This design comes from an exercise in tuning for small area on the open sky130 flow, not from production work.
At most, simulation tests tie the RTL to the original design; equivalence was not proved.
For run 2, only the layout was checked, not whether the RTL still works.
Power and IR drop assume default switching activity.

==> flow/design.v (outline; a module is shown in full before it is edited, if it fits) <==
// module lfsr_gen: 37 lines
// module lfsr_word_w: 308 lines
// module lfsr_word_r: 310 lines
// module lfsr_xnor: 3 lines
// module lfsr_xor: 3 lines
// module lfsr_nor: 3 lines
// module lfsr_a22o: 4 lines
// module lfsr_a221o: 4 lines
// module lfsr_memtest: 172 lines
// module memtest_load_dec: 13 lines
// module memtest_clr_inc: 13 lines
// module memtest_nand2: 3 lines
// module memtest_a22o: 4 lines
// module memtest_a221o: 4 lines
// module memtest_and3: 3 lines
// module memtest_and4: 4 lines
// module memtest_and2: 3 lines
// module memtest_xor2: 3 lines
// module memtest_xnor2: 3 lines
// module memtest_mux2i: 3 lines
// module memtest_differ: 9 lines
module lfsr_memtest #(
    parameter DW = 256,
    parameter AW = 24
) (
    input  wire          clk,
    input  wire          rst,
    input  wire [4:0]    host_cmd,
    input  wire [AW-1:0] host_wdata,
    output reg  [AW-1:0] host_rdata,
    output wire          w_stb,
    output wire [DW-1:0] w_data,
    input  wire          w_ack,
    input  wire          r_stb,
    input  wire [DW-1:0] r_data,
    output wire          r_ack
);
  // ...
==> flow/flow/run.sh <==
#!/bin/bash
# The standard layout (standard.sh, its synthesis unchanged), with three
# settings that ORFS reads from the environment:
#  - the port buffers are sky130_fd_sc_hd__buf_1 instead of the buffer that
#    buffer_ports picks by default (clkdlybuf4s50_1);
#  - timing-driven global placement does not keep the buffers of its trial
#    repair_design (GPL_KEEP_OVERFLOW=0); the later repair steps still run;
#  - clock tree synthesis inserts no dummy loads.
# ORFS writes each step's full log under orfs/logs/; make's own output goes to
# standard_flow.log here.
set -euo pipefail
export BUFFER_PORTS_ARGS="-buffer_cell sky130_fd_sc_hd__buf_1"
export GPL_KEEP_OVERFLOW=0
export CTS_ARGS="-sink_clustering_enable -repair_clock_nets -buf_list sky130_fd_sc_hd__clkbuf_8 -sink_clustering_size 40 -sink_clustering_max_diameter 150 -dont_use_dummy_load"
bash standard.sh > standard_flow.log 2>&1
==> flow/standard.sh <==
#!/bin/bash
# synth_recipe.tcl (not shown) runs the flow's synth.tcl, then flattens the netlist and writes it again
# the make line also repeats each setting of config.mk as NAME=value (left out here)
make -C /OpenROAD-flow-scripts/flow DESIGN_CONFIG=/design/flow/config.mk WORK_HOME=/design/flow/orfs CLKGATE_MAP_FILE= SYNTH_SCRIPT=/design/flow/synth_recipe.tcl "${@:-finish}"
==> flow/config.mk <==
export PLATFORM = sky130hd
export DESIGN_NAME = lfsr_memtest
export DESIGN_NICKNAME = lfsr_memtest
export VERILOG_FILES = /design/flow/design.v
export SDC_FILE = /design/flow/constraint.sdc
export NUM_CORES = 4
export LEC_CHECK = 0
export CAP_MARGIN = 0
export CORE_AREA = 5 5 315 315
export DIE_AREA = 0 0 320 320
export SETUP_SLACK_MARGIN = 0.1
export SLEW_MARGIN = 0
export SYNTH_HIERARCHICAL = 1
==> flow/constraint.sdc <==
create_clock -name core_clock -period 5.0 [get_ports {clk}]
set_input_delay 1.0000 -clock core_clock [delete_from_list [all_inputs] [get_ports {clk}]]
set_output_delay 1.0000 -clock core_clock [all_outputs]
set_load 0.01 [all_outputs]
==> impl_metrics.yaml, run 1 <==
run_status:
  outcome: "complete, no violations"
logic_synthesis:
  synth_commonest_cells: "xnor2_1 (414), xor2_1 (402), dfxtp_1 (145)"
  ys_types: 31
  syn_avg_cell_area_sq_um: 9.11
  synth_compound_area_share_pct: 7.98
  synth_top_family_by_area: "XOR/XNOR gates"
global_routing:
  grt_pass1_vias: 13500
drt:
  wl_mm: 87.7
  num_vias: 13700
  route.detailed.drc: 0
  firstDrtPassIters: 5
final_layout:
  inverters: 5
  drive_gt1_share_pct: 2.50
  multi_input_area_share_pct: 59.2
placed_design:
  place_inst: 3286
  gp_congestion: 0.975
  io_buffers: 569
pwr:
  ir_worst_vdd_v: 0.000385
  clockPowerShare_pct: 7.5
critical_path:
  critPathSlowestCell: "xor2_2"
  crit-reg2reg-launch: "u_rgen.p[27]$_DFF_P_"
  endpoint_kind: "output port"
  crit_path_max_fanout: 7
sta:
  fmax_ghz: 0.210
  fin_tns_setup_ns: 0
  finalCritPeriodShare_pct: 95.2
worst_hold_path:
  hold_path.class: "reg2reg"
==> module lfsr_gen, before the edit <==
module lfsr_gen #(
    parameter DW   = 256,
    parameter READ = 0         
) (
    input  wire          clk,
    input  wire          rst,     
    input  wire          ce,      
    output wire [DW-1:0] o        
);
    localparam NS = 31;
    localparam [NS-1:0] PSTAR = READ ? 31'h0ed03ae9 : 31'h08d83af2;
    reg  [NS-1:0] p;
    reg           z;
    wire [NS-1:0] p_next;    
    wire          load = ce & ~rst;
    wire          keep = ~ce & ~rst;
    genvar i;
    for (i = 0; i < NS; i = i + 1) begin : g_p
        if (PSTAR[i]) begin : g_1
            lfsr_a221o u_n (.a1(load), .a2(o[i]), .b1(keep), .b2(p[i]), .c1(rst),
                            .y(p_next[i]));
        end else begin : g_0
            lfsr_a22o  u_n (.a1(load), .a2(o[i]), .b1(keep), .b2(p[i]), .y(p_next[i]));
        end
    end
    always @(posedge clk) begin
        p <= p_next;
        z <= rst | (z & ~ce);
    end
    generate
        if (READ) begin : g_r
            lfsr_word_r u_word (.p(p), .z(z), .o(o));
        end else begin : g_w
            lfsr_word_w u_word (.p(p), .z(z), .o(o));
        end
    endgenerate
endmodule
==> inputs of run 2 (changes only) <==
--- a/flow/design.v
+++ b/flow/design.v
@@ -3,17 +3,17 @@
     parameter READ = 0         
 ) (
     input  wire          clk,
     input  wire          rst,     
     input  wire          ce,      
     output wire [DW-1:0] o        
 );
     localparam NS = 31;
-    localparam [NS-1:0] PSTAR = READ ? 31'h0ed03ae9 : 31'h08d83af2;
+    localparam [NS-1:0] PSTAR = READ ? 31'h0a8b7340 : 31'h08d83af2;
     reg  [NS-1:0] p;
     reg           z;
     wire [NS-1:0] p_next;    
     wire          load = ce & ~rst;
     wire          keep = ~ce & ~rst;
     genvar i;
     for (i = 0; i < NS; i = i + 1) begin : g_p
         if (PSTAR[i]) begin : g_1
@@ -345,318 +345,331 @@
 endmodule
 module lfsr_word_r (
     input  wire [30:0]  p,
     input  wire         z,
     output wire [255:0] o
 );
     wire [255:0] x;    
     lfsr_xnor g255 (.a(p[27]), .b(p[30]), .y(o[255]));
-    lfsr_xnor g254 (.a(p[26]), .b(p[29]), .y(o[254]));
+    lfsr_xor r254 (.a(p[29]), .b(p[26]), .y(x[254]));
+    lfsr_nor m254 (.a(x[254]), .b(z), .y(o[254]));
     lfsr_xnor g253 (.a(p[25]), .b(p[28]), .y(o[253]));
     lfsr_xnor g252 (.a(p[27]), .b(p[24]), .y(o[252]));
-    lfsr_xor r251 (.a(p[26]), .b(p[23]), .y(x[251]));
-    lfsr_nor m251 (.a(x[251]), .b(z), .y(o[251]));
-    lfsr_xor r250 (.a(p[25]), .b(p[22]), .y(x[250]));
-    lfsr_nor m250 (.a(x[250]), .b(z), .y(o[250]));
+    lfsr_xnor g251 (.a(p[23]), .b(p[26]), .y(o[251]));
+    lfsr_xnor g250 (.a(p[25]), .b(p[22]), .y(o[250]));
     lfsr_xor r249 (.a(p[24]), .b(p[21]), .y(x[249]));
     lfsr_nor m249 (.a(x[249]), .b(z), .y(o[249]));
-    lfsr_xor r248 (.a(p[23]), .b(p[20]), .y(x[248]));
-    lfsr_nor m248 (.a(x[248]), .b(z), .y(o[248]));
-    lfsr_xnor g247 (.a(p[22]), .b(p[19]), .y(o[247]));
+    lfsr_xnor g248 (.a(p[23]), .b(p[20]), .y(o[248]));
+    lfsr_xnor g247 (.a(p[19]), .b(p[22]), .y(o[247]));
     lfsr_xor r246 (.a(p[21]), .b(p[18]), .y(x[246]));
     lfsr_nor m246 (.a(x[246]), .b(z), .y(o[246]));
-    lfsr_xnor g245 (.a(p[20]), .b(p[17]), .y(o[245]));
+    lfsr_xnor g245 (.a(p[17]), .b(p[20]), .y(o[245]));
     lfsr_xor r244 (.a(p[19]), .b(p[16]), .y(x[244]));
     lfsr_nor m244 (.a(x[244]), .b(z), .y(o[244]));
     lfsr_xor r243 (.a(p[18]), .b(p[15]), .y(x[243]));
     lfsr_nor m243 (.a(x[243]), .b(z), .y(o[243]));
     lfsr_xor r242 (.a(p[17]), .b(p[14]), .y(x[242]));
     lfsr_nor m242 (.a(x[242]), .b(z), .y(o[242]));
-    lfsr_xnor g241 (.a(p[13]), .b(p[16]), .y(o[241]));
+    lfsr_xor r241 (.a(p[16]), .b(p[13]), .y(x[241]));
+    lfsr_nor m241 (.a(x[241]), .b(z), .y(o[241]));
     lfsr_xnor g240 (.a(p[12]), .b(p[15]), .y(o[240]));
-    lfsr_xnor g239 (.a(p[11]), .b(p[14]), .y(o[239]));
+    lfsr_xnor g239 (.a(p[14]), .b(p[11]), .y(o[239]));
     lfsr_xnor g238 (.a(p[13]), .b(p[10]), .y(o[238]));
     lfsr_xor r237 (.a(p[12]), .b(p[9]), .y(x[237]));
     lfsr_nor m237 (.a(x[237]), .b(z), .y(o[237]));
-    lfsr_xnor g236 (.a(p[11]), .b(p[8]), .y(o[236]));
-    lfsr_xnor g235 (.a(p[7]), .b(p[10]), .y(o[235]));
+    lfsr_xnor g236 (.a(p[8]), .b(p[11]), .y(o[236]));
+    lfsr_xor r235 (.a(p[10]), .b(p[7]), .y(x[235]));
+    lfsr_nor m235 (.a(x[235]), .b(z), .y(o[235]));
     lfsr_xor r234 (.a(p[9]), .b(p[6]), .y(x[234]));
     lfsr_nor m234 (.a(x[234]), .b(z), .y(o[234]));
-    lfsr_xnor g233 (.a(p[5]), .b(p[8]), .y(o[233]));
-    lfsr_xnor g232 (.a(p[7]), .b(p[4]), .y(o[232]));
-    lfsr_xor r231 (.a(p[6]), .b(p[3]), .y(x[231]));
-    lfsr_nor m231 (.a(x[231]), .b(z), .y(o[231]));
-    lfsr_xnor g230 (.a(p[5]), .b(p[2]), .y(o[230]));
+    lfsr_xnor g233 (.a(p[8]), .b(p[5]), .y(o[233]));
+    lfsr_xor r232 (.a(p[7]), .b(p[4]), .y(x[232]));
+    lfsr_nor m232 (.a(x[232]), .b(z), .y(o[232]));
+    lfsr_xnor g231 (.a(p[6]), .b(p[3]), .y(o[231]));
+    lfsr_xor r230 (.a(p[5]), .b(p[2]), .y(x[230]));
+    lfsr_nor m230 (.a(x[230]), .b(z), .y(o[230]));
     lfsr_xor r229 (.a(p[4]), .b(p[1]), .y(x[229]));
     lfsr_nor m229 (.a(x[229]), .b(z), .y(o[229]));
     lfsr_xor r228 (.a(p[3]), .b(p[0]), .y(x[228]));
     lfsr_nor m228 (.a(x[228]), .b(z), .y(o[228]));
     lfsr_xor r227 (.a(p[2]), .b(o[255]), .y(x[227]));
     lfsr_nor m227 (.a(x[227]), .b(z), .y(o[227]));
-    lfsr_xor r226 (.a(p[1]), .b(o[254]), .y(x[226]));
-    lfsr_nor m226 (.a(x[226]), .b(z), .y(o[226]));
-    lfsr_xnor g225 (.a(p[0]), .b(o[253]), .y(o[225]));
+    lfsr_xor g226 (.a(x[254]), .b(p[1]), .y(o[226]));
+    lfsr_xor r225 (.a(p[0]), .b(o[253]), .y(x[225]));
+    lfsr_nor m225 (.a(x[225]), .b(z), .y(o[225]));
     lfsr_xor r224 (.a(p[30]), .b(p[24]), .y(x[224]));
     lfsr_nor m224 (.a(x[224]), .b(z), .y(o[224]));
     lfsr_xnor g223 (.a(p[23]), .b(p[29]), .y(o[223]));
-    lfsr_xnor g222 (.a(p[22]), .b(p[28]), .y(o[222]));
+    lfsr_xor r222 (.a(p[28]), .b(p[22]), .y(x[222]));
+    lfsr_nor m222 (.a(x[222]), .b(z), .y(o[222]));
     lfsr_xnor g221 (.a(p[27]), .b(p[21]), .y(o[221]));
-    lfsr_xor g220 (.a(x[251]), .b(o[248]), .y(o[220]));
-    lfsr_xnor g219 (.a(p[25]), .b(p[19]), .y(o[219]));
+    lfsr_xor r220 (.a(p[26]), .b(p[20]), .y(x[220]));
+    lfsr_nor m220 (.a(x[220]), .b(z), .y(o[220]));
+    lfsr_xor r219 (.a(p[25]), .b(p[19]), .y(x[219]));
+    lfsr_nor m219 (.a(x[219]), .b(z), .y(o[219]));
     lfsr_xor g218 (.a(x[249]), .b(o[246]), .y(o[218]));
-    lfsr_xnor g217 (.a(p[23]), .b(p[17]), .y(o[217]));
-    lfsr_xnor g216 (.a(p[22]), .b(p[16]), .y(o[216]));
+    lfsr_xor r217 (.a(p[23]), .b(p[17]), .y(x[217]));
+    lfsr_nor m217 (.a(x[217]), .b(z), .y(o[217]));
+    lfsr_xnor g216 (.a(p[16]), .b(p[22]), .y(o[216]));
     lfsr_xor g215 (.a(x[246]), .b(o[243]), .y(o[215]));
-    lfsr_xnor g214 (.a(p[20]), .b(p[14]), .y(o[214]));
-    lfsr_xnor g213 (.a(p[13]), .b(p[19]), .y(o[213]));
+    lfsr_xnor g214 (.a(p[14]), .b(p[20]), .y(o[214]));
+    lfsr_xor g213 (.a(x[244]), .b(o[241]), .y(o[213]));
     lfsr_xnor g212 (.a(p[12]), .b(p[18]), .y(o[212]));
-    lfsr_xnor g211 (.a(p[11]), .b(p[17]), .y(o[211]));
-    lfsr_xor r210 (.a(p[16]), .b(p[10]), .y(x[210]));
-    lfsr_nor m210 (.a(x[210]), .b(z), .y(o[210]));
+    lfsr_xnor g211 (.a(p[17]), .b(p[11]), .y(o[211]));
+    lfsr_xnor g210 (.a(p[16]), .b(p[10]), .y(o[210]));
     lfsr_xnor g209 (.a(p[9]), .b(p[15]), .y(o[209]));
     lfsr_xor r208 (.a(p[14]), .b(p[8]), .y(x[208]));
     lfsr_nor m208 (.a(x[208]), .b(z), .y(o[208]));
-    lfsr_xor r207 (.a(p[13]), .b(p[7]), .y(x[207]));
-    lfsr_nor m207 (.a(x[207]), .b(z), .y(o[207]));
+    lfsr_xnor g207 (.a(p[13]), .b(p[7]), .y(o[207]));
     lfsr_xor g206 (.a(x[237]), .b(o[234]), .y(o[206]));
     lfsr_xor r205 (.a(p[11]), .b(p[5]), .y(x[205]));
     lfsr_nor m205 (.a(x[205]), .b(z), .y(o[205]));
-    lfsr_xor r204 (.a(p[10]), .b(p[4]), .y(x[204]));
-    lfsr_nor m204 (.a(x[204]), .b(z), .y(o[204]));
-    lfsr_xor g203 (.a(x[234]), .b(o[231]), .y(o[203]));
-    lfsr_xor r202 (.a(p[8]), .b(p[2]), .y(x[202]));
-    lfsr_nor m202 (.a(x[202]), .b(z), .y(o[202]));
-    lfsr_xnor g201 (.a(p[7]), .b(p[1]), .y(o[201]));
-    lfsr_xor g200 (.a(x[231]), .b(o[228]), .y(o[200]));
-    lfsr_xnor g199 (.a(p[5]), .b(o[255]), .y(o[199]));
-    lfsr_xor g198 (.a(x[226]), .b(o[229]), .y(o[198]));
-    lfsr_xnor g197 (.a(p[3]), .b(o[253]), .y(o[197]));
+    lfsr_xor g204 (.a(x[235]), .b(o[232]), .y(o[204]));
+    lfsr_xnor g203 (.a(p[9]), .b(p[3]), .y(o[203]));
+    lfsr_xnor g202 (.a(p[8]), .b(p[2]), .y(o[202]));
+    lfsr_xor g201 (.a(x[232]), .b(o[229]), .y(o[201]));
+    lfsr_xnor g200 (.a(p[6]), .b(p[0]), .y(o[200]));
+    lfsr_xor g199 (.a(x[227]), .b(o[230]), .y(o[199]));
+    lfsr_xor g198 (.a(x[254]), .b(p[4]), .y(o[198]));
+    lfsr_xor g197 (.a(x[225]), .b(o[228]), .y(o[197]));
     lfsr_xor g196 (.a(x[227]), .b(o[224]), .y(o[196]));
-    lfsr_xor g195 (.a(x[251]), .b(p[1]), .y(o[195]));
-    lfsr_xnor g194 (.a(p[0]), .b(o[250]), .y(o[194]));
+    lfsr_xor r195 (.a(p[1]), .b(o[251]), .y(x[195]));
+    lfsr_nor m195 (.a(x[195]), .b(z), .y(o[195]));
+    lfsr_xor g194 (.a(x[225]), .b(o[222]), .y(o[194]));
     lfsr_xor g193 (.a(x[224]), .b(o[221]), .y(o[193]));
-    lfsr_xor g192 (.a(x[248]), .b(o[254]), .y(o[192]));
-    lfsr_xor r191 (.a(o[222]), .b(o[219]), .y(x[191]));
-    lfsr_nor m191 (.a(x[191]), .b(z), .y(o[191]));
+    lfsr_xor g192 (.a(x[220]), .b(o[223]), .y(o[192]));
+    lfsr_xor g191 (.a(x[222]), .b(o[219]), .y(o[191]));
     lfsr_xor g190 (.a(x[246]), .b(o[252]), .y(o[190]));
-    lfsr_xor g189 (.a(x[251]), .b(o[245]), .y(o[189]));
-    lfsr_xor g188 (.a(x[250]), .b(o[244]), .y(o[188]));
+    lfsr_xor g189 (.a(x[220]), .b(o[217]), .y(o[189]));
+    lfsr_xor g188 (.a(x[219]), .b(o[216]), .y(o[188]));
     lfsr_xor g187 (.a(x[249]), .b(o[243]), .y(o[187]));
-    lfsr_xor g186 (.a(x[248]), .b(o[242]), .y(o[186]));
-    lfsr_xor r185 (.a(o[216]), .b(o[213]), .y(x[185]));
-    lfsr_nor m185 (.a(x[185]), .b(z), .y(o[185]));
+    lfsr_xor g186 (.a(x[217]), .b(o[214]), .y(o[186]));
+    lfsr_xor g185 (.a(x[241]), .b(o[247]), .y(o[185]));
     lfsr_xor g184 (.a(x[246]), .b(o[240]), .y(o[184]));
     lfsr_xor r183 (.a(o[214]), .b(o[211]), .y(x[183]));
     lfsr_nor m183 (.a(x[183]), .b(z), .y(o[183]));
-    lfsr_xor g182 (.a(x[210]), .b(o[213]), .y(o[182]));
+    lfsr_xor g182 (.a(x[244]), .b(o[238]), .y(o[182]));
     lfsr_xor g181 (.a(x[243]), .b(o[237]), .y(o[181]));
     lfsr_xor g180 (.a(x[208]), .b(o[211]), .y(o[180]));
-    lfsr_xor g179 (.a(x[210]), .b(o[207]), .y(o[179]));
+    lfsr_xor g179 (.a(x[241]), .b(o[235]), .y(o[179]));
     lfsr_xor g178 (.a(x[234]), .b(o[240]), .y(o[178]));
     lfsr_xor g177 (.a(x[208]), .b(o[205]), .y(o[177]));
-    lfsr_xor g176 (.a(x[207]), .b(o[204]), .y(o[176]));
+    lfsr_xor g176 (.a(x[232]), .b(o[238]), .y(o[176]));
     lfsr_xor g175 (.a(x[237]), .b(o[231]), .y(o[175]));
     lfsr_xor g174 (.a(x[205]), .b(o[202]), .y(o[174]));
-    lfsr_xor g173 (.a(x[204]), .b(o[201]), .y(o[173]));
+    lfsr_xor g173 (.a(x[235]), .b(o[229]), .y(o[173]));
     lfsr_xor g172 (.a(x[234]), .b(o[228]), .y(o[172]));
-    lfsr_xor g171 (.a(x[202]), .b(o[199]), .y(o[171]));
-    lfsr_xor g170 (.a(x[226]), .b(o[232]), .y(o[170]));
-    lfsr_xor g169 (.a(x[231]), .b(o[225]), .y(o[169]));
-    lfsr_xor g168 (.a(x[224]), .b(o[230]), .y(o[168]));
+    lfsr_xor g171 (.a(x[227]), .b(o[233]), .y(o[171]));
+    lfsr_xor g170 (.a(x[232]), .b(o[226]), .y(o[170]));
+    lfsr_xor g169 (.a(x[225]), .b(o[231]), .y(o[169]));
+    lfsr_xor g168 (.a(x[230]), .b(o[224]), .y(o[168]));
     lfsr_xor g167 (.a(x[229]), .b(o[223]), .y(o[167]));
     lfsr_xor g166 (.a(x[228]), .b(o[222]), .y(o[166]));
     lfsr_xor g165 (.a(x[227]), .b(o[221]), .y(o[165]));
-    lfsr_xor g164 (.a(x[226]), .b(o[220]), .y(o[164]));
-    lfsr_xor g163 (.a(x[191]), .b(o[194]), .y(o[163]));
+    lfsr_xor g164 (.a(x[195]), .b(o[192]), .y(o[164]));
+    lfsr_xor g163 (.a(x[225]), .b(o[219]), .y(o[163]));
     lfsr_xor g162 (.a(x[224]), .b(o[218]), .y(o[162]));
-    lfsr_xor r161 (.a(p[29]), .b(p[17]), .y(x[161]));
-    lfsr_nor m161 (.a(x[161]), .b(z), .y(o[161]));
-    lfsr_xor g160 (.a(x[191]), .b(o[188]), .y(o[160]));
+    lfsr_xnor g161 (.a(p[17]), .b(p[29]), .y(o[161]));
+    lfsr_xnor g160 (.a(p[16]), .b(p[28]), .y(o[160]));
     lfsr_xnor g159 (.a(p[27]), .b(p[15]), .y(o[159]));
-    lfsr_xnor g158 (.a(p[26]), .b(p[14]), .y(o[158]));
-    lfsr_xor g157 (.a(x[185]), .b(o[188]), .y(o[157]));
+    lfsr_xnor g158 (.a(p[14]), .b(p[26]), .y(o[158]));
+    lfsr_xor g157 (.a(x[219]), .b(o[213]), .y(o[157]));
     lfsr_xnor g156 (.a(p[12]), .b(p[24]), .y(o[156]));
-    lfsr_xor g155 (.a(x[183]), .b(o[186]), .y(o[155]));
-    lfsr_xnor g154 (.a(p[22]), .b(p[10]), .y(o[154]));
+    lfsr_xnor g155 (.a(p[23]), .b(p[11]), .y(o[155]));
+    lfsr_xor r154 (.a(p[22]), .b(p[10]), .y(x[154]));
+    lfsr_nor m154 (.a(x[154]), .b(z), .y(o[154]));
     lfsr_xnor g153 (.a(p[9]), .b(p[21]), .y(o[153]));
-    lfsr_xnor g152 (.a(p[20]), .b(p[8]), .y(o[152]));
-    lfsr_xnor g151 (.a(p[7]), .b(p[19]), .y(o[151]));
+    lfsr_xnor g152 (.a(p[8]), .b(p[20]), .y(o[152]));
+    lfsr_xnor g151 (.a(p[19]), .b(p[7]), .y(o[151]));
     lfsr_xnor g150 (.a(p[6]), .b(p[18]), .y(o[150]));
-    lfsr_xnor g149 (.a(p[5]), .b(p[17]), .y(o[149]));
-    lfsr_xor g148 (.a(x[210]), .b(o[204]), .y(o[148]));
-    lfsr_xnor g147 (.a(p[3]), .b(p[15]), .y(o[147]));
-    lfsr_xor g146 (.a(x[208]), .b(o[202]), .y(o[146]));
+    lfsr_xnor g149 (.a(p[17]), .b(p[5]), .y(o[149]));
+    lfsr_xnor g148 (.a(p[16]), .b(p[4]), .y(o[148]));
+    lfsr_xor r147 (.a(p[15]), .b(p[3]), .y(x[147]));
+    lfsr_nor m147 (.a(x[147]), .b(z), .y(o[147]));
+    lfsr_xnor g146 (.a(p[14]), .b(p[2]), .y(o[146]));
     lfsr_xnor g145 (.a(p[13]), .b(p[1]), .y(o[145]));
-    lfsr_xor r144 (.a(p[12]), .b(p[0]), .y(x[144]));
-    lfsr_nor m144 (.a(x[144]), .b(z), .y(o[144]));
-    lfsr_xnor g143 (.a(p[11]), .b(o[255]), .y(o[143]));
-    lfsr_xor g142 (.a(x[204]), .b(o[198]), .y(o[142]));
+    lfsr_xnor g144 (.a(p[12]), .b(p[0]), .y(o[144]));
+    lfsr_xor g143 (.a(x[205]), .b(o[199]), .y(o[143]));
+    lfsr_xor g142 (.a(x[254]), .b(p[10]), .y(o[142]));
     lfsr_xnor g141 (.a(p[9]), .b(o[253]), .y(o[141]));
-    lfsr_xor g140 (.a(x[202]), .b(o[196]), .y(o[140]));
-    lfsr_xnor g139 (.a(p[7]), .b(o[251]), .y(o[139]));
+    lfsr_xnor g140 (.a(p[8]), .b(o[252]), .y(o[140]));
+    lfsr_xor g139 (.a(x[195]), .b(o[201]), .y(o[139]));
     lfsr_xnor g138 (.a(p[6]), .b(o[250]), .y(o[138]));
-    lfsr_xnor g137 (.a(p[5]), .b(o[249]), .y(o[137]));
-    lfsr_xor g136 (.a(x[248]), .b(p[4]), .y(o[136]));
-    lfsr_xnor g135 (.a(p[3]), .b(o[247]), .y(o[135]));
+    lfsr_xor g137 (.a(x[249]), .b(p[5]), .y(o[137]));
+    lfsr_xor r136 (.a(p[4]), .b(o[248]), .y(x[136]));
+    lfsr_nor m136 (.a(x[136]), .b(z), .y(o[136]));
+    lfsr_xor r135 (.a(p[3]), .b(o[247]), .y(x[135]));
+    lfsr_nor m135 (.a(x[135]), .b(z), .y(o[135]));
     lfsr_xor g134 (.a(x[246]), .b(p[2]), .y(o[134]));
-    lfsr_xor g133 (.a(x[161]), .b(o[164]), .y(o[133]));
-    lfsr_xnor g132 (.a(p[0]), .b(o[244]), .y(o[132]));
+    lfsr_xor g133 (.a(x[195]), .b(o[189]), .y(o[133]));
+    lfsr_xor g132 (.a(x[244]), .b(p[0]), .y(o[132]));
     lfsr_xor g131 (.a(x[243]), .b(o[255]), .y(o[131]));
-    lfsr_xor g130 (.a(x[161]), .b(o[158]), .y(o[130]));
-    lfsr_xor g129 (.a(x[191]), .b(o[185]), .y(o[129]));
+    lfsr_xor g130 (.a(x[254]), .b(o[242]), .y(o[130]));
+    lfsr_xor g129 (.a(x[241]), .b(o[253]), .y(o[129]));
     lfsr_xor r128 (.a(o[159]), .b(o[156]), .y(x[128]));
     lfsr_nor m128 (.a(x[128]), .b(z), .y(o[128]));
-    lfsr_xor g127 (.a(x[251]), .b(o[239]), .y(o[127]));
-    lfsr_xor g126 (.a(x[250]), .b(o[238]), .y(o[126]));
+    lfsr_xor g127 (.a(x[183]), .b(o[189]), .y(o[127]));
+    lfsr_xor r126 (.a(o[250]), .b(o[238]), .y(x[126]));
+    lfsr_nor m126 (.a(x[126]), .b(z), .y(o[126]));
     lfsr_xor g125 (.a(x[249]), .b(o[237]), .y(o[125]));
-    lfsr_xor g124 (.a(x[248]), .b(o[236]), .y(o[124]));
-    lfsr_xor g123 (.a(x[185]), .b(o[179]), .y(o[123]));
+    lfsr_xor r124 (.a(o[155]), .b(o[152]), .y(x[124]));
+    lfsr_nor m124 (.a(x[124]), .b(z), .y(o[124]));
+    lfsr_xor g123 (.a(x[154]), .b(o[151]), .y(o[123]));
     lfsr_xor g122 (.a(x[246]), .b(o[234]), .y(o[122]));
     lfsr_xor g121 (.a(x[183]), .b(o[177]), .y(o[121]));
     lfsr_xor g120 (.a(x[244]), .b(o[232]), .y(o[120]));
-    lfsr_xor g119 (.a(x[243]), .b(o[231]), .y(o[119]));
+    lfsr_xor g119 (.a(x[147]), .b(o[150]), .y(o[119]));
     lfsr_xor g118 (.a(x[242]), .b(o[230]), .y(o[118]));
-    lfsr_xor g117 (.a(x[229]), .b(o[241]), .y(o[117]));
-    lfsr_xor g116 (.a(x[144]), .b(o[147]), .y(o[116]));
+    lfsr_xor g117 (.a(x[241]), .b(o[229]), .y(o[117]));
+    lfsr_xor g116 (.a(x[147]), .b(o[144]), .y(o[116]));
     lfsr_xor g115 (.a(x[227]), .b(o[239]), .y(o[115]));
-    lfsr_xor g114 (.a(x[226]), .b(o[238]), .y(o[114]));
-    lfsr_xor g113 (.a(x[144]), .b(o[141]), .y(o[113]));
+    lfsr_xor r114 (.a(o[145]), .b(o[142]), .y(x[114]));
+    lfsr_nor m114 (.a(x[114]), .b(z), .y(o[114]));
+    lfsr_xor g113 (.a(x[225]), .b(o[237]), .y(o[113]));
     lfsr_xor g112 (.a(x[224]), .b(o[236]), .y(o[112]));
-    lfsr_xor r111 (.a(o[235]), .b(o[223]), .y(x[111]));
-    lfsr_nor m111 (.a(x[111]), .b(z), .y(o[111]));
+    lfsr_xor g111 (.a(x[235]), .b(o[223]), .y(o[111]));
     lfsr_xor g110 (.a(x[234]), .b(o[222]), .y(o[110]));
     lfsr_xor r109 (.a(o[233]), .b(o[221]), .y(x[109]));
     lfsr_nor m109 (.a(x[109]), .b(z), .y(o[109]));
-    lfsr_xor r108 (.a(o[139]), .b(o[136]), .y(x[108]));
-    lfsr_nor m108 (.a(x[108]), .b(z), .y(o[108]));
-    lfsr_xor g107 (.a(x[231]), .b(o[219]), .y(o[107]));
-    lfsr_xor r106 (.a(o[137]), .b(o[134]), .y(x[106]));
-    lfsr_nor m106 (.a(x[106]), .b(z), .y(o[106]));
+    lfsr_xor g108 (.a(x[232]), .b(o[220]), .y(o[108]));
+    lfsr_xor g107 (.a(x[219]), .b(o[231]), .y(o[107]));
+    lfsr_xor g106 (.a(x[230]), .b(o[218]), .y(o[106]));
     lfsr_xor g105 (.a(x[229]), .b(o[217]), .y(o[105]));
     lfsr_xor g104 (.a(x[228]), .b(o[216]), .y(o[104]));
     lfsr_xor g103 (.a(x[227]), .b(o[215]), .y(o[103]));
-    lfsr_xor g102 (.a(x[226]), .b(o[214]), .y(o[102]));
-    lfsr_xor r101 (.a(o[225]), .b(o[213]), .y(x[101]));
-    lfsr_nor m101 (.a(x[101]), .b(z), .y(o[101]));
+    lfsr_xor r102 (.a(o[226]), .b(o[214]), .y(x[102]));
+    lfsr_nor m102 (.a(x[102]), .b(z), .y(o[102]));
+    lfsr_xor g101 (.a(x[225]), .b(o[213]), .y(o[101]));
     lfsr_xor g100 (.a(x[224]), .b(o[212]), .y(o[100]));
-    lfsr_xor g99 (.a(x[161]), .b(o[155]), .y(o[99]));
-    lfsr_xor g98 (.a(x[210]), .b(o[222]), .y(o[98]));
+    lfsr_xor r99 (.a(o[161]), .b(o[155]), .y(x[99]));
+    lfsr_nor m99 (.a(x[99]), .b(z), .y(o[99]));
+    lfsr_xor g98 (.a(x[154]), .b(o[160]), .y(o[98]));
     lfsr_xor g97 (.a(x[128]), .b(o[125]), .y(o[97]));
-    lfsr_xor g96 (.a(x[208]), .b(o[220]), .y(o[96]));
-    lfsr_xor g95 (.a(x[207]), .b(o[219]), .y(o[95]));
+    lfsr_xor g96 (.a(x[220]), .b(o[208]), .y(o[96]));
+    lfsr_xor g95 (.a(x[219]), .b(o[207]), .y(o[95]));
     lfsr_xor r94 (.a(o[156]), .b(o[150]), .y(x[94]));
     lfsr_nor m94 (.a(x[94]), .b(z), .y(o[94]));
-    lfsr_xor g93 (.a(x[205]), .b(o[217]), .y(o[93]));
-    lfsr_xor g92 (.a(x[204]), .b(o[216]), .y(o[92]));
-    lfsr_xor r91 (.a(o[153]), .b(o[147]), .y(x[91]));
-    lfsr_nor m91 (.a(x[91]), .b(z), .y(o[91]));
-    lfsr_xor g90 (.a(x[202]), .b(o[214]), .y(o[90]));
+    lfsr_xor g93 (.a(x[217]), .b(o[205]), .y(o[93]));
+    lfsr_xor g92 (.a(x[154]), .b(o[148]), .y(o[92]));
+    lfsr_xor g91 (.a(x[147]), .b(o[153]), .y(o[91]));
+    lfsr_xor r90 (.a(o[152]), .b(o[146]), .y(x[90]));
+    lfsr_nor m90 (.a(x[90]), .b(z), .y(o[90]));
     lfsr_xor r89 (.a(o[151]), .b(o[145]), .y(x[89]));
     lfsr_nor m89 (.a(x[89]), .b(z), .y(o[89]));
-    lfsr_xor g88 (.a(x[144]), .b(o[150]), .y(o[88]));
-    lfsr_xor r87 (.a(o[149]), .b(o[143]), .y(x[87]));
+    lfsr_xor r88 (.a(o[150]), .b(o[144]), .y(x[88]));
+    lfsr_nor m88 (.a(x[88]), .b(z), .y(o[88]));
+    lfsr_xor r87 (.a(o[118]), .b(o[115]), .y(x[87]));
     lfsr_nor m87 (.a(x[87]), .b(z), .y(o[87]));
-    lfsr_xor g86 (.a(x[210]), .b(o[198]), .y(o[86]));
-    lfsr_xor r85 (.a(o[147]), .b(o[141]), .y(x[85]));
-    lfsr_nor m85 (.a(x[85]), .b(z), .y(o[85]));
+    lfsr_xor g86 (.a(x[114]), .b(o[117]), .y(o[86]));
+    lfsr_xor g85 (.a(x[147]), .b(o[141]), .y(o[85]));
     lfsr_xor g84 (.a(x[208]), .b(o[196]), .y(o[84]));
-    lfsr_xor g83 (.a(x[207]), .b(o[195]), .y(o[83]));
-    lfsr_xor g82 (.a(x[144]), .b(o[138]), .y(o[82]));
+    lfsr_xor g83 (.a(x[195]), .b(o[207]), .y(o[83]));
+    lfsr_xor r82 (.a(o[144]), .b(o[138]), .y(x[82]));
+    lfsr_nor m82 (.a(x[82]), .b(z), .y(o[82]));
     lfsr_xor g81 (.a(x[109]), .b(o[112]), .y(o[81]));
-    lfsr_xor g80 (.a(x[204]), .b(o[192]), .y(o[80]));
-    lfsr_xor g79 (.a(x[191]), .b(o[203]), .y(o[79]));
-    lfsr_xor g78 (.a(x[202]), .b(o[190]), .y(o[78]));
-    lfsr_xor g77 (.a(x[108]), .b(o[105]), .y(o[77]));
+    lfsr_xor g80 (.a(x[136]), .b(o[142]), .y(o[80]));
+    lfsr_xor g79 (.a(x[135]), .b(o[141]), .y(o[79]));
+    lfsr_xor r78 (.a(o[140]), .b(o[134]), .y(x[78]));
+    lfsr_nor m78 (.a(x[78]), .b(z), .y(o[78]));
+    lfsr_xor r77 (.a(o[108]), .b(o[105]), .y(x[77]));
+    lfsr_nor m77 (.a(x[77]), .b(z), .y(o[77]));
     lfsr_xor r76 (.a(o[107]), .b(o[104]), .y(x[76]));
     lfsr_nor m76 (.a(x[76]), .b(z), .y(o[76]));
-    lfsr_xor g75 (.a(x[106]), .b(o[103]), .y(o[75]));
-    lfsr_xor r74 (.a(o[136]), .b(o[130]), .y(x[74]));
-    lfsr_nor m74 (.a(x[74]), .b(z), .y(o[74]));
-    lfsr_xor g73 (.a(x[185]), .b(o[197]), .y(o[73]));
+    lfsr_xor r75 (.a(o[137]), .b(o[131]), .y(x[75]));
+    lfsr_nor m75 (.a(x[75]), .b(z), .y(o[75]));
+    lfsr_xor g74 (.a(x[102]), .b(o[105]), .y(o[74]));
+    lfsr_xor g73 (.a(x[135]), .b(o[129]), .y(o[73]));
     lfsr_xor g72 (.a(x[128]), .b(o[134]), .y(o[72]));
-    lfsr_xor g71 (.a(x[183]), .b(o[195]), .y(o[71]));
-    lfsr_xor g70 (.a(x[101]), .b(o[98]), .y(o[70]));
+    lfsr_xor g71 (.a(x[102]), .b(o[99]), .y(o[71]));
+    lfsr_xor g70 (.a(x[126]), .b(o[132]), .y(o[70]));
     lfsr_xor r69 (.a(o[131]), .b(o[125]), .y(x[69]));
     lfsr_nor m69 (.a(x[69]), .b(z), .y(o[69]));
-    lfsr_xor r68 (.a(o[130]), .b(o[124]), .y(x[68]));
-    lfsr_nor m68 (.a(x[68]), .b(z), .y(o[68]));
-    lfsr_xor g67 (.a(x[191]), .b(o[179]), .y(o[67]));
+    lfsr_xor g68 (.a(x[99]), .b(o[96]), .y(o[68]));
+    lfsr_xor r67 (.a(o[98]), .b(o[95]), .y(x[67]));
+    lfsr_nor m67 (.a(x[67]), .b(z), .y(o[67]));
     lfsr_xor g66 (.a(x[128]), .b(o[122]), .y(o[66]));
-    lfsr_xor r65 (.a(o[189]), .b(o[177]), .y(x[65]));
+    lfsr_xor r65 (.a(o[96]), .b(o[93]), .y(x[65]));
     lfsr_nor m65 (.a(x[65]), .b(z), .y(o[65]));
-    lfsr_xor r64 (.a(o[95]), .b(o[92]), .y(x[64]));
-    lfsr_nor m64 (.a(x[64]), .b(z), .y(o[64]));
+    lfsr_xor g64 (.a(x[126]), .b(o[120]), .y(o[64]));
     lfsr_xor g63 (.a(x[94]), .b(o[91]), .y(o[63]));
-    lfsr_xor r62 (.a(o[93]), .b(o[90]), .y(x[62]));
-    lfsr_nor m62 (.a(x[62]), .b(z), .y(o[62]));
+    lfsr_xor g62 (.a(x[90]), .b(o[93]), .y(o[62]));
     lfsr_xor g61 (.a(x[89]), .b(o[92]), .y(o[61]));
-    lfsr_xor g60 (.a(x[91]), .b(o[88]), .y(o[60]));
-    lfsr_xor g59 (.a(x[87]), .b(o[90]), .y(o[59]));
-    lfsr_xor g58 (.a(x[89]), .b(o[86]), .y(o[58]));
-    lfsr_xor g57 (.a(x[85]), .b(o[88]), .y(o[57]));
-    lfsr_xor g56 (.a(x[87]), .b(o[84]), .y(o[56]));
-    lfsr_xor g55 (.a(x[111]), .b(o[117]), .y(o[55]));
-    lfsr_xor g54 (.a(x[85]), .b(o[82]), .y(o[54]));
+    lfsr_xor g60 (.a(x[88]), .b(o[91]), .y(o[60]));
+    lfsr_xor g59 (.a(x[183]), .b(o[171]), .y(o[59]));
+    lfsr_xor g58 (.a(x[114]), .b(o[120]), .y(o[58]));
+    lfsr_xor g57 (.a(x[88]), .b(o[85]), .y(o[57]));
+    lfsr_xor r56 (.a(o[118]), .b(o[112]), .y(x[56]));
+    lfsr_nor m56 (.a(x[56]), .b(z), .y(o[56]));
+    lfsr_xor r55 (.a(o[117]), .b(o[111]), .y(x[55]));
+    lfsr_nor m55 (.a(x[55]), .b(z), .y(o[55]));
+    lfsr_xor g54 (.a(x[82]), .b(o[85]), .y(o[54]));
     lfsr_xor g53 (.a(x[109]), .b(o[115]), .y(o[53]));
-    lfsr_xor g52 (.a(x[108]), .b(o[114]), .y(o[52]));
-    lfsr_xor r51 (.a(o[113]), .b(o[107]), .y(x[51]));
-    lfsr_nor m51 (.a(x[51]), .b(z), .y(o[51]));
-    lfsr_xor g50 (.a(x[106]), .b(o[112]), .y(o[50]));
-    lfsr_xor g49 (.a(x[111]), .b(o[105]), .y(o[49]));
+    lfsr_xor g52 (.a(x[114]), .b(o[108]), .y(o[52]));
+    lfsr_xor g51 (.a(x[82]), .b(o[79]), .y(o[51]));
+    lfsr_xor g50 (.a(x[78]), .b(o[81]), .y(o[50]));
+    lfsr_xor r49 (.a(o[111]), .b(o[105]), .y(x[49]));
+    lfsr_nor m49 (.a(x[49]), .b(z), .y(o[49]));
     lfsr_xor g48 (.a(x[76]), .b(o[79]), .y(o[48]));
-    lfsr_xor g47 (.a(x[109]), .b(o[103]), .y(o[47]));
-    lfsr_xor g46 (.a(x[108]), .b(o[102]), .y(o[46]));
+    lfsr_xor r47 (.a(x[78]), .b(x[75]), .y(x[47]));
+    lfsr_nor m47 (.a(x[47]), .b(z), .y(o[47]));
+    lfsr_xor g46 (.a(x[102]), .b(o[108]), .y(o[46]));
     lfsr_xor g45 (.a(x[76]), .b(o[73]), .y(o[45]));
-    lfsr_xor g44 (.a(x[106]), .b(o[100]), .y(o[44]));
-    lfsr_xor g43 (.a(x[74]), .b(o[71]), .y(o[43]));
-    lfsr_xor r42 (.a(o[104]), .b(o[98]), .y(x[42]));
-    lfsr_nor m42 (.a(x[42]), .b(z), .y(o[42]));
-    lfsr_xor g41 (.a(x[69]), .b(o[72]), .y(o[41]));
-    lfsr_xor g40 (.a(x[68]), .b(o[71]), .y(o[40]));
-    lfsr_xor g39 (.a(x[101]), .b(o[95]), .y(o[39]));
+    lfsr_xor g44 (.a(x[75]), .b(o[72]), .y(o[44]));
+    lfsr_xor g43 (.a(x[99]), .b(o[105]), .y(o[43]));
+    lfsr_xor g42 (.a(x[154]), .b(o[166]), .y(o[42]));
+    lfsr_xor r41 (.a(o[165]), .b(o[153]), .y(x[41]));
+    lfsr_nor m41 (.a(x[41]), .b(z), .y(o[41]));
+    lfsr_xor g40 (.a(x[102]), .b(o[96]), .y(o[40]));
+    lfsr_xor g39 (.a(x[67]), .b(o[70]), .y(o[39]));
     lfsr_xnor g38 (.a(p[6]), .b(p[30]), .y(o[38]));
-    lfsr_xnor g37 (.a(p[5]), .b(p[29]), .y(o[37]));
-    lfsr_xor g36 (.a(x[64]), .b(o[67]), .y(o[36]));
-    lfsr_xor g35 (.a(x[91]), .b(o[97]), .y(o[35]));
-    lfsr_xnor g34 (.a(p[26]), .b(p[2]), .y(o[34]));
+    lfsr_xor g37 (.a(x[99]), .b(o[93]), .y(o[37]));
+    lfsr_xor r36 (.a(p[28]), .b(p[4]), .y(x[36]));
+    lfsr_nor m36 (.a(x[36]), .b(z), .y(o[36]));
+    lfsr_xnor g35 (.a(p[27]), .b(p[3]), .y(o[35]));
+    lfsr_xor g34 (.a(x[90]), .b(o[96]), .y(o[34]));
     lfsr_xnor g33 (.a(p[25]), .b(p[1]), .y(o[33]));
-    lfsr_xnor g32 (.a(p[0]), .b(p[24]), .y(o[32]));
+    lfsr_xor g32 (.a(x[94]), .b(o[88]), .y(o[32]));
     lfsr_xnor g31 (.a(p[23]), .b(o[255]), .y(o[31]));
-    lfsr_xnor g30 (.a(p[22]), .b(o[254]), .y(o[30]));
-    lfsr_xor g29 (.a(x[85]), .b(o[91]), .y(o[29]));
-    lfsr_xnor g28 (.a(p[20]), .b(o[252]), .y(o[28]));
-    lfsr_xor g27 (.a(x[251]), .b(p[19]), .y(o[27]));
-    lfsr_xor g26 (.a(x[250]), .b(p[18]), .y(o[26]));
-    lfsr_xor g25 (.a(x[249]), .b(p[17]), .y(o[25]));
-    lfsr_xor g24 (.a(x[248]), .b(p[16]), .y(o[24]));
-    lfsr_xor g23 (.a(x[85]), .b(o[79]), .y(o[23]));
-    lfsr_xor g22 (.a(x[246]), .b(p[14]), .y(o[22]));
+    lfsr_xor g30 (.a(x[254]), .b(p[22]), .y(o[30]));
+    lfsr_xor r29 (.a(p[21]), .b(o[253]), .y(x[29]));
+    lfsr_nor m29 (.a(x[29]), .b(z), .y(o[29]));
+    lfsr_xor r28 (.a(p[20]), .b(o[252]), .y(x[28]));
+    lfsr_nor m28 (.a(x[28]), .b(z), .y(o[28]));
+    lfsr_xnor g27 (.a(p[19]), .b(o[251]), .y(o[27]));
+    lfsr_xor g26 (.a(x[82]), .b(o[88]), .y(o[26]));
+    lfsr_xnor g25 (.a(p[17]), .b(o[249]), .y(o[25]));
+    lfsr_xnor g24 (.a(p[16]), .b(o[248]), .y(o[24]));
+    lfsr_xor g23 (.a(x[135]), .b(o[147]), .y(o[23]));
+    lfsr_xnor g22 (.a(p[14]), .b(o[246]), .y(o[22]));
     lfsr_xnor g21 (.a(p[13]), .b(o[245]), .y(o[21]));
     lfsr_xnor g20 (.a(p[12]), .b(o[244]), .y(o[20]));
-    lfsr_xnor g19 (.a(p[11]), .b(o[243]), .y(o[19]));
+    lfsr_xor g19 (.a(x[243]), .b(p[11]), .y(o[19]));
     lfsr_xor g18 (.a(x[242]), .b(p[10]), .y(o[18]));
     lfsr_xnor g17 (.a(p[9]), .b(o[241]), .y(o[17]));
-    lfsr_xor g16 (.a(x[128]), .b(o[140]), .y(o[16]));
-    lfsr_xnor g15 (.a(p[7]), .b(o[239]), .y(o[15]));
+    lfsr_xnor g16 (.a(p[8]), .b(o[240]), .y(o[16]));
+    lfsr_xor r15 (.a(p[7]), .b(o[239]), .y(x[15]));
+    lfsr_nor m15 (.a(x[15]), .b(z), .y(o[15]));
     lfsr_xnor g14 (.a(p[6]), .b(o[238]), .y(o[14]));
-    lfsr_xnor g13 (.a(p[5]), .b(o[237]), .y(o[13]));
-    lfsr_xor g12 (.a(x[74]), .b(o[68]), .y(o[12]));
-    lfsr_xnor g11 (.a(p[3]), .b(o[235]), .y(o[11]));
+    lfsr_xor g13 (.a(x[237]), .b(p[5]), .y(o[13]));
+    lfsr_xor g12 (.a(x[136]), .b(o[124]), .y(o[12]));
+    lfsr_xor g11 (.a(x[235]), .b(p[3]), .y(o[11]));
     lfsr_xor g10 (.a(x[234]), .b(p[2]), .y(o[10]));
-    lfsr_xor g9 (.a(x[65]), .b(o[71]), .y(o[9]));
-    lfsr_xnor g8 (.a(p[0]), .b(o[232]), .y(o[8]));
-    lfsr_xor g7 (.a(x[231]), .b(o[255]), .y(o[7]));
-    lfsr_xor g6 (.a(x[68]), .b(o[62]), .y(o[6]));
-    lfsr_xor g5 (.a(x[229]), .b(o[253]), .y(o[5]));
+    lfsr_xor r9 (.a(p[1]), .b(o[233]), .y(x[9]));
+    lfsr_nor m9 (.a(x[9]), .b(z), .y(o[9]));
+    lfsr_xor g8 (.a(x[232]), .b(p[0]), .y(o[8]));
+    lfsr_xor r7 (.a(o[38]), .b(o[35]), .y(x[7]));
+    lfsr_nor m7 (.a(x[7]), .b(z), .y(o[7]));
+    lfsr_xor g6 (.a(x[254]), .b(o[230]), .y(o[6]));
+    lfsr_xor g5 (.a(x[36]), .b(o[33]), .y(o[5]));
     lfsr_xor g4 (.a(x[228]), .b(o[252]), .y(o[4]));
     lfsr_xor g3 (.a(x[227]), .b(o[251]), .y(o[3]));
-    lfsr_xor g2 (.a(x[226]), .b(o[250]), .y(o[2]));
-    lfsr_xor g1 (.a(x[249]), .b(o[225]), .y(o[1]));
-    lfsr_xor g0 (.a(x[248]), .b(o[224]), .y(o[0]));
+    lfsr_xor g2 (.a(x[114]), .b(o[126]), .y(o[2]));
+    lfsr_xor g1 (.a(x[225]), .b(o[249]), .y(o[1]));
+    lfsr_xor g0 (.a(x[224]), .b(o[248]), .y(o[0]));
 endmodule
 module lfsr_xnor (input wire a, input wire b, output wire y);
     assign y = ~(a ^ b);
 endmodule
 module lfsr_xor (input wire a, input wire b, output wire y);
     assign y = a ^ b;
 endmodule
 module lfsr_nor (input wire a, input wire b, output wire y);
==> flow/config.mk (replaced) <==
export PLATFORM = sky130hd
export DESIGN_NAME = lfsr_memtest
export DESIGN_NICKNAME = lfsr_memtest
export VERILOG_FILES = /design/flow/design.v
export SDC_FILE = /design/flow/constraint.sdc
export NUM_CORES = 4
export LEC_CHECK = 0
export CAP_MARGIN = 20
export CORE_AREA = 5 5 315 315
export CTS_BUF_LIST = sky130_fd_sc_hd__clkbuf_8
export CTS_CLUSTER_DIAMETER = 150
export CTS_CLUSTER_SIZE = 40
export DIE_AREA = 0 0 320 320
export SETUP_SLACK_MARGIN = 0.1
export SLEW_MARGIN = 20
export SYNTH_HIERARCHICAL = 1
==> impl_metrics.yaml, run 2 <==
logic_synthesis:
  ys_ff_latch: 145
  ys_seq_area_share_pct: 22.0
  synthCells: 1453
  synth_commonest_cells: "xor2_1 (411), xnor2_1 (405), dfxtp_1 (145)"
  synth_edf_count: 0
  ys_async_sr_fraction_pct: 0
  synth_area_leaders: "xor2_1 (27%), xnor2_1 (27%), dfxtp_1 (22%)"
  synth_top_area_share_pct: 27.3
  syn_area_sq_mm: 0.0132
  syn_avg_cell_area_sq_um: 9.06
  synth_top_cell_by_area: "xor2_1"
  ys_warn_count: 9
  ys_types: 31
  ys.flop_type: "dfxtp_1"
  yosysMostFrequentCell: "xor2_1"
drt:
  routedWlPerCell_um: 27.0
  route.detailed.drc: 0
  vias_per_cell: 4.19
  num_vias: 13900
  firstDrtPassIters: 7
  ant_nets: 0
  wl_mm: 89.9
  drtIter0Drc: 1195
placed_design:
  placed_area_sq_mm: 0.0172
  io_buffers: 569
  hpwlAfterDp_mm: 78.7
  gp_congestion: 0.968
global_routing:
  grt_pass1_vias: 13500
  grt.overflow.total: 0
  grt_use_total_pct: 16.7
  grt_max_degree: 62
  grt_first_pass_wirelength_mm: 118
  antenna_found_initial: 43
sta:
  setup_viol: 0
  fmax_ghz: 0.209
  skew_ns: 0.0517
  hold_viol: 0
  slew_violations: 0
  layout_min_cycle_time_ns: 4.79
  rsz0062_at_grt: "false"
  finalCritPeriodShare_pct: 95.8
  worstMarginPinSlew_ns: 1.18
  max_slew_margin_pct: 21.1
final_layout:
  final_cell_area_sq_mm: 0.0175
  syn_to_final_growth_pct: 32.9
  mostFrequentLayoutCells: "buf_1 (569), xnor2_1 (402), xor2_1 (396), dfxtp_1 (142), nor2_1 (108)"
  fill_cells: 10800
  finalNetCount: 2340
  drive_gt1_share_pct: 3.07
  layout_commonest_cell: "buf_1"
  reg_top3: "u_rgen.p (31), u_wgen.p (31)"
  regArea_sq_mm: 0.00291
  multi_input_area_sq_mm: 0.0104
critical_path:
  path_cells: "xor2_2 -> xor2_1 -> xor2_1 -> xor2_1 -> xor2_1 -> buf_1"
  reg2regPathDepth: 9
  crit_path_max_fanout: 7
  crit_path_max_incr_delay_ns: 0.67
  crit-reg2reg-launch: "u_rgen.p[26]$_DFF_P_"
  worstPathArrival_ns: 3.79
  r2r_setup_slack_ns: 0.42
  cpMostUsedCell: "xor2_1"
  endpoint_kind: "output port"
  crit_start: "u_wgen.p[25]$_DFF_P_"
  critPathKind: "reg2out"
  required_ns: 4.00
  cp-start-kind: "register"
  critPathSlowestCell: "xor2_2"
worst_hold_path:
  hp-start: "length[4]$_DFF_P_"
  hold_path.class: "reg2reg"
  hold_depth: 1
floorplanning:
  die_area_sq_mm: 0.102
  io_pins: 571
  num_rows: 113
  die_y_um: 320
  coreArea_sq_mm: 0.0952
  initial_core_util_pct: 13.8
  die_x_um: 320
pwr:
  p_sw_mw: 4.32
  leakagePower_nw: 6.29
  p_sw_share_pct: 54.5
  clockPowerShare_pct: 10.0
  power_mw: 7.92
  combPwrFrac_pct: 69.3
  powerDensity_mw_per_mm2: 453
  ir_worst_vdd_v: 0.000210
  pwr-share-seq_pct: 20.7
  p_int_mw: 3.60
cts:
  worstSkewPairLatency_ns: 0.53
  cts.sinks: 145
  cts_tree: "yes"
  cts_buffers: 17
  ctsHoldBuffers: 0
  cts.clk_slew.worst_paths_ns: 0.10
  clock-root-buffer: "clkbuf_8"
  clk_path_buf_depth: 2
  htree_levels: 4
run:
  max-cap-violations: 0
run_status:
  outcome: "complete, no violations"
run 2: cell count changes in the layout (fill, tap and decap cells not counted), sizes merged:
cell	change
nor2	+13
xnor2	-9
xor2	+9
a221o	-3
a22o	+3
buf	-2
diode	+1
run 2: per-stage QoR:
| stage | utilization [%] | setup WS [ns] | cells | hold WS [ns] | TNS [ns] |
|---|---|---|---|---|---|
| after detailed placement | 18.1 | 0.262 | 3297 | 0.473 | 0 |
| after global placement | 17.7 | -0.705 | 3288 | 0.458 | -16.65 |
| after floorplan | - | 0.902 | 1455 | 0.439 | 0 |
| after global routing | 18.4 | 0.160 | 3319 | 0.486 | 0 |
| final | 18.4 | 0.210 | 3326 | 0.463 | 0 |
| after CTS | 18.3 | 0.230 | 3314 | 0.468 | 0 |
run 2: Yosys stat by module, one instance, submodules excluded, a selection:
| module | copies in the design | cells inside |
|---|---|---|
| memtest_a221o | 9 | 1 |
| memtest_xor2 | 24 | 1 |
| memtest_nand2 | 48 | 1 |
| memtest_mux2i | 24 | 1 |
| lfsr_memtest | 1 | 122 |
| lfsr_xor | 387 | 1 |
run 2: power groups by stage:
stage	registers [mW]	logic, mW	clock network (mW)
floorplan	1.54	3.51	0
finish	1.64	5.49	0.790
CTS	1.62	5.45	0.828
detailed placement	1.65	5.42	0
global route	1.66	5.77	0.857
global placement	1.65	5.38	0
run 2: cell type report:
class	instances	area share (%)
inverter	5	0.107
antenna	12	0.172
clock buffer	17	1.34
timing repair buffer	578	13.0
multi-input combinational	1304	59.7
sequential	145	16.6
tap	1265	9.05
run 2: repair_timing:
action,in CTS,in global routing
resized for setup,2,0
setup buffers,0,0
endpoints found under the setup margin,6,0
run 2: kinds of logic after synthesis:
| kind of cell | count (synthesis) | synth area share, % |
|---|---|---|
| and+or+nand+nor | 345 | 13.6 |
| buffers and inverters | 6 | 0.200 |
| muxes | 25 | 1.90 |
| xor gates and xnor gates | 816 | 54.3 |
| other | 1 | 0.0285 |
| DFF | 145 | 22.0 |
| AOI/OAI and AO/OA | 115 | 7.92 |
run 2: worst max-delay path, delay by kind of cell (launching register included):
kind	cells	cell delay [ns]
xor gates and xnor gates	5	2.45
buffers and inverters	1	0.22
DFF	1	0.59
run 2: worst paths after layout:
check / endpoint
hold / removal: rem_n[4]$_DFF_P_
setup reg to reg: err_pend[1]$_DFF_P_
hold reg to reg: rem_n[4]$_DFF_P_
setup / recovery: w_data[26]
run 2: per-layer routing:
layer,vias to the layer above,GRT usage [%],share of wire (%)
li1,6109,-,-
met3,198,4.66,8.8
met4,28,6.26,4.3
met2,886,28.5,47
met1,6728,19.9,39
met5,-,0,0.21

[static timing again, ports no longer ideal]
The results above use ideal ports. As a check the final layouts listed here were re-extracted and re-timed, cells and wires unchanged.
Step 1 assumes that a clkbuf_16 drives the clock port and a buf_2 every other input.
Step 2 also shifts input and output timing later by t, the mid clock arrival at the registers, as if the neighbouring blocks saw the same clock.
Slacks: ideal / step 1 / step 2; pairs: ideal / step 1.
run	t (ns)	slack for setup (ns)	latest minus earliest clock arrival (ns)	worst register clock-pin slew, ns	cell pins on the clock port's net
run 1	0.552	0.242 / 0.192 / 0.561	0.047 / 0.047	0.11 / 0.11	1
run 2	0.551	0.210 / 0.162 / 0.417	0.053 / 0.054	0.12 / 0.12	1
After both steps setup and hold are still met in every run listed.
